From an optimization exercise on the open Yosys and OpenROAD flow, aimed at small area, a short achievable clock period and few clock cycles; shortcuts taken in it are not production practice.
The RTL was checked by simulation tests, not by an equivalence proof against the original design.

==> exp/pepper: inputs <==
## ulz_comp
module ulz_comp #(
    parameter W = 8
) (
    input  wire        clk,
    input  wire        rst,         
    input  wire        start,       
    input  wire [15:0] in_len,      
    input  wire [15:0] out_cap,     
    output wire        ready,
    output reg         done,        
    output reg         ok,          
    output reg  [15:0] result,      
    output reg         in_re,
    output reg  [15:0] in_addr,
    input  wire [7:0]  in_rdata,
    output reg         out_we,
    output reg  [15:0] out_waddr,
    output reg  [7:0]  out_wdata,
    output reg         out_re,
    output reg  [15:0] out_raddr,
    input  wire [7:0]  out_rdata
);
    localparam S_IDLE   = 5'd0;
    localparam S_HDR    = 5'd1;    
    localparam S_INIT   = 5'd2;    
    localparam S_STEP   = 5'd3;    
    localparam S_SKIP   = 5'd4;    
    localparam S_FB_RD  = 5'd5;    
    localparam S_FB_CMP = 5'd6;
    localparam S_FB_X1  = 5'd7;    
    localparam S_FB_X2  = 5'd8;    
    localparam S_FB_X3  = 5'd9;    
    localparam S_FB_CND = 5'd10;
    localparam S_END    = 5'd11;   
    localparam S_END2   = 5'd12;   
  ...
export LEC_CHECK = 0
export CAP_MARGIN = 20
export CORE_MARGIN = 2
export CORE_UTILIZATION = 45
export SETUP_SLACK_MARGIN = 2
export SLEW_MARGIN = 20
create_clock -name core_clock -period 10.0 [get_ports {clk}]
run.sh (not shown) runs the stock make flow with config.mk's settings and CLKGATE_MAP_FILE= SYNTH_SCRIPT=/design/flow/synth_recipe.tcl, a recipe that flattens the netlist after the stock synthesis.
==> exp/amber: changes against exp/pepper <==
--- a/flow/design.v
+++ b/flow/design.v
@@ -238,15 +238,20 @@
     wire upd_fb = (state == S_FB_U) && (fbk >= 16'd2) && fgt;
     wire        match = ex3 ? bg_gt3 : bg_nz;
     wire [15:0] adv = match ? bl : 16'd1;
     wire [15:0] c_nx = c + adv;
     assign      off_nx3 = match ? tmb : tcm1;
     wire        end_nx = match ? em_q : (rc == 17'd1);
     wire        skip_nx = match && skip_q;
-    wire [16:0] tc_nx = tc - (dec_go ? {1'b0, adv} : 17'd0) + {16'd0, push};
+    wire [16:0] tc_m  = tc - {1'b0, bl};
+    wire [16:0] tc_m1 = tc - {1'b0, bl} + 17'd1;
+    wire [16:0] tc_p1 = tc + 17'd1;
+    wire [16:0] tc_l  = tc - 17'd1;
+    wire [16:0] tc_nx = dec_go ? (match ? (push ? tc_m1 : tc_m) : (push ? tc : tc_l))
+                               : (push ? tc_p1 : tc);
     wire        dec = (state == S_STEP) && !any && (!fb_need || fb_done);
     wire        dec_go = dec && (match ? !tk_v : !lb_v);
     assign      minit = dec_go && !end_nx && !skip_nx && (q != 2'd0);
     wire running = (state >= S_INIT) && (state <= S_FLUSH);
     wire lit_w  = running && lb_v;
     wire fl_thr = (state == S_FLUSH) ? (cnt != 6'd0) : (cnt >= 6'd8);
     wire fl_w   = running && !lb_v && fl_thr;
@@ -577,15 +582,24 @@
                     state <= S_FB_CND;
                 end
             end
             S_FB_CND: begin
                 fdq   <= fb_d;
                 fz    <= zbits(fb_d - 16'd1);
                 fcg   <= cgain(fbk);
-                state <= S_FB_G;
+                if (fbk >= 16'd2)
+                    state <= S_FB_G;
+                else if (fbp == 17'd0) begin
+                    fb_done <= 1'b1;
+                    state   <= S_STEP;
+                end else begin
+                    fbp   <= fbp - 17'd1;
+                    fba   <= fbp[15:0] - 16'd1;
+                    state <= S_FB_RD;
+                end
             end
             S_FB_G: begin
                 fgt   <= ({1'b0, fcg} > {1'b0, bg} + {16'd0, fz});
                 state <= S_FB_U;
             end
             S_FB_U: begin
                 if (fbp == 17'd0) begin
==> flow/config.mk (replaced) <==
export PLATFORM = sky130hd
export DESIGN_NAME = ulz_comp
export DESIGN_NICKNAME = ulz_comp
export VERILOG_FILES = /design/flow/design.v
export SDC_FILE = /design/flow/constraint.sdc
export NUM_CORES = 4
export LEC_CHECK = 0
export ABC_CLOCK_PERIOD_IN_PS = 4000
export CAP_MARGIN = 20
export CORE_MARGIN = 2
export CORE_UTILIZATION = 45
export SETUP_SLACK_MARGIN = 5
export SLEW_MARGIN = 20
==> exp/zinc: changes against exp/pepper <==
--- a/flow/design.v
+++ b/flow/design.v
@@ -238,15 +238,20 @@
     wire upd_fb = (state == S_FB_U) && (fbk >= 16'd2) && fgt;
     wire        match = ex3 ? bg_gt3 : bg_nz;
     wire [15:0] adv = match ? bl : 16'd1;
     wire [15:0] c_nx = c + adv;
     assign      off_nx3 = match ? tmb : tcm1;
     wire        end_nx = match ? em_q : (rc == 17'd1);
     wire        skip_nx = match && skip_q;
-    wire [16:0] tc_nx = tc - (dec_go ? {1'b0, adv} : 17'd0) + {16'd0, push};
+    wire [16:0] tc_m  = tc - {1'b0, bl};
+    wire [16:0] tc_m1 = tc - {1'b0, bl} + 17'd1;
+    wire [16:0] tc_p1 = tc + 17'd1;
+    wire [16:0] tc_l  = tc - 17'd1;
+    wire [16:0] tc_nx = dec_go ? (match ? (push ? tc_m1 : tc_m) : (push ? tc : tc_l))
+                               : (push ? tc_p1 : tc);
     wire        dec = (state == S_STEP) && !any && (!fb_need || fb_done);
     wire        dec_go = dec && (match ? !tk_v : !lb_v);
     assign      minit = dec_go && !end_nx && !skip_nx && (q != 2'd0);
     wire running = (state >= S_INIT) && (state <= S_FLUSH);
     wire lit_w  = running && lb_v;
     wire fl_thr = (state == S_FLUSH) ? (cnt != 6'd0) : (cnt >= 6'd8);
     wire fl_w   = running && !lb_v && fl_thr;
==> flow/config.mk (replaced) <==
export PLATFORM = sky130hd
export DESIGN_NAME = ulz_comp
export DESIGN_NICKNAME = ulz_comp
export VERILOG_FILES = /design/flow/design.v
export SDC_FILE = /design/flow/constraint.sdc
export NUM_CORES = 4
export LEC_CHECK = 0
export CAP_MARGIN = 20
export CORE_MARGIN = 2
export CORE_UTILIZATION = 45
export SETUP_SLACK_MARGIN = 4
export SLEW_MARGIN = 20
==> results.json <==
{
  "outcome": "timing/DRC/antenna clean",
  "grt_pass1_wl_um": 277000,
  "p_comb_mw": 5.08,
  "pre_cts_ws_ps": 2540,
  "seq-cell-share": 0.349,
  "detail_route.wirelength.met1_um": 81500,
  "critical_path_required_ps": 10380,
  "min_path_cells": 1
}
The numbers above come from exp/pepper.

==> results.json <==
{
  "critical_path_required_ps": 8000,
  "outcome": "timing/DRC/antenna clean",
  "pre_cts_ws_ps": 2830,
  "p_comb_mw": 5.14,
  "grt_pass1_wl_um": 289000,
  "seq-cell-share": 0.341
}
The numbers above come from exp/zinc.

==> results.json <==
{
  "outcome": "timing/DRC/antenna clean",
  "detail_route.wirelength.met1_um": 81500,
  "grt_pass1_wl_um": 296000,
  "critical_path_required_ps": 10560,
  "min_path_cells": 0,
  "seq-cell-share": 0.332,
  "pre_cts_ws_ps": 3040,
  "p_comb_mw": 5.73
}
The numbers above come from exp/amber.

Testbench counts of exp/pepper, summed over its fixed seeds: cycles 2,658,608.
Testbench counts of exp/amber, summed over its fixed seeds: cycles 2,525,660.
Testbench counts of exp/zinc, summed over its fixed seeds: cycles 2,658,608.

## re-timing with driven ports
The flow's constraints put no driver on any port. The routed layouts listed below were extracted and timed again, unchanged, in two steps. Step 1, drivers: a clkbuf_16 drives clk and a buf_2 each remaining input, both assumed. Step 2 adds t to the input delays and takes it off the output delays; t is the mean of the earliest and latest rising clock arrival at the registers after step 1. Input paths then give back, and output paths get back, about the clock's delay inside the block. a / b / c = ideal ports / drivers / drivers and shift; a / b = the first two.
run | t, ns | slack for setup (ns) | worst data-port slew with drivers (ns)
exp/pepper | 0.740 | 2.633 / 2.633 / 2.633 | 0.06
exp/amber | 0.770 | 4.800 / 4.800 / 4.487 | 0.06
exp/zinc | 0.761 | 4.130 / 4.056 / 4.215 | 0.06
After both steps every run listed still meets setup and hold. The setup slack of exp/amber, which loses most, moves by 0.000 ns with the drivers and by -0.313 ns with both steps.
